From an optimization exercise on the open Yosys and OpenROAD flow, aimed at small area; shortcuts taken in it are not production practice. Function was checked by simulation only, so behaviour that the tests miss may differ from the original. No activity file was given, so power comes from the tool's default toggle rates.

Setup of P:
// ata_pio_ctrl
module ata_pio_ctrl (
    input  wire        clk,
    input  wire        rst,
    input  wire        op_valid,
    output wire        op_ready,
    input  wire [7:0]  op_sel,
    input  wire [31:0] op_buf,
    input  wire [31:0] op_start,
    input  wire [31:0] op_count,
    input  wire [7:0]  op_arg,
    output reg         res_valid,
    output wire [2:0]  res_code,
    output wire [7:0]  res_value,
    output reg         ev_valid,
    input  wire        ev_ready,
    output reg  [3:0]  ev_kind,
    output wire [31:0] ev_addr,
    output wire [15:0] ev_wdata,
    input  wire [15:0] ev_rdata,
    output reg  [3:0]  tag,
    output reg         identified,
    output reg         int_enabled,
    output reg         selected_drive,
    output reg  [31:0] cursor_ptr,
    output wire [31:0] remaining,
    output reg  [31:0] lower_max,
    output reg  [31:0] upper_max,
    output reg  [31:0] sector_size,
    output wire        has_multiple,
    output reg         has_dma,
    output reg         has_lba48,
    output reg         has_flush_ext,
    output reg  [7:0]  max_multiple,
    output reg  [7:0]  cur_multiple,
    output wire [7:0]  max_ata,
    output wire [7:0]  udma_sup,
    output wire [7:0]  udma_sel
);
clock: 14.0 ns
lec_check: 0
cap_margin: 20
core_margin: 2
core_utilization: 60
place_density: 0.75
slew_margin: 20
standard.sh (not shown) runs the stock make flow with config.mk's settings and CLKGATE_MAP_FILE= SYNTH_SCRIPT=/design/flow/synth_recipe.tcl, a recipe that flattens the netlist after the stock synthesis.
==> flow/flow/run.sh <==
#!/bin/bash
# The standard layout (standard.sh), with these changes:
#  - pass-through outputs get no extra synthesis buffer (SYNTH_INSBUF=0);
#  - every port still gets a buffer, the smallest one (buf_1);
#  - clock tree synthesis uses clkbuf_4, clusters up to 8 sinks within
#    60 um per leaf buffer, and adds no dummy loads.
# Each tool's output stays in this folder (make_finish.log and ORFS's logs).
set -uo pipefail
F=$PWD/flow
bash standard.sh SYNTH_SCRIPT=$F/area_synth.tcl ADDER_MAP_FILE= SYNTH_INSBUF=0 \
  "BUFFER_PORTS_ARGS=-buffer_cell sky130_fd_sc_hd__buf_1" \
  "CTS_ARGS=-sink_clustering_enable -repair_clock_nets -dont_use_dummy_load -buf_list sky130_fd_sc_hd__clkbuf_4 -sink_clustering_size 8 -sink_clustering_max_diameter 60" \
  finish > make_finish.log 2>&1
status=$?
mkdir -p orfs_logs
cp orfs/logs/sky130hd/ata_pio_ctrl/base/*.log orfs_logs/ 2>/dev/null || true
exit $status
==> flow/flow/area.abc <==
strash
&get -n
&fraig -x
&deepsyn -T 60
&put
strash
&get -n
&dch -f
&nf -R 1000
&put
==> flow/flow/area_synth.tcl <==
# The standard flow's synthesis script with an area-oriented ABC mapping script.
proc synth {args} { yosys synth -nofsm -noshare {*}$args }
set ::area_abc_script [file join [file dirname [info script]] area.abc]
proc abc {args} {
  set i [lsearch -exact $args -script]
  if { $i >= 0 } { lset args [expr { $i + 1 }] $::area_abc_script }
  yosys abc {*}$args
}
source $::env(SCRIPTS_DIR)/synth.tcl
# left out here: clear keep_hierarchy, flatten, clean up, hide names made inside functions, write 1_2_yosys.v
Every stage of the flow completed for P, and the final layout passed the timing, DRC and antenna checks.
Input changes introduced in Q (baseline for comparison: P):
# P
export LEC_CHECK = 0
export CAP_MARGIN = 20
export CORE_MARGIN = 2
export CORE_UTILIZATION = 60
export PLACE_DENSITY = 0.75
export SLEW_MARGIN = 20
create_clock -name core_clock -period 14.0 [get_ports {clk}]
# Q
export LEC_CHECK = 0
export CAP_MARGIN = 20
export CORE_MARGIN = 2
export CORE_UTILIZATION = 50
export PLACE_DENSITY = 0.68
export SLEW_MARGIN = 20
create_clock -name core_clock -period 14.0 [get_ports {clk}]
### Flow results
Post-placement cell area of Q exceeds that of P slightly.
Post-layout instance count excluding filler cells sits higher in Q than in P.
Number of global-route vias before repair in Q is 568 higher than in P
On core utilization of the finished layout, the higher figure sits with P, not Q.
Power density relative to cell area: Q vs P up 1.1 mW/mm^2
Q: standard-cell row count 6 above P

-- port drivers added, routing unchanged --
In the flow no input, the clock included, has a driving cell. The finished layouts below were timed again as built, in two steps.
Step 1 (the two cells are an assumption about what drives the block):
set clk [get_ports {clk}]
set_driving_cell -lib_cell sky130_fd_sc_hd__clkbuf_16 $clk
set_driving_cell -lib_cell sky130_fd_sc_hd__buf_2 [delete_from_list [all_inputs] $clk]
Step 2 times the ports against the registers' clock, not the clock port: input delays grow and output delays shrink by t, the midpoint of the rising clock arrivals with the driver on.
Slacks: ideal / step 1 / step 2; pairs: ideal / step 1.
| run | shift t [ns] | setup slack, ns | clock arrival spread, ns |
|---|---|---|---|
| P | 0.745 | 1.091 / 1.091 / 1.091 | 0.102 / 0.102 |
| Q | 0.835 | 1.463 / 1.463 / 1.463 | 0.080 / 0.080 |
After both steps every run listed still meets setup and hold.
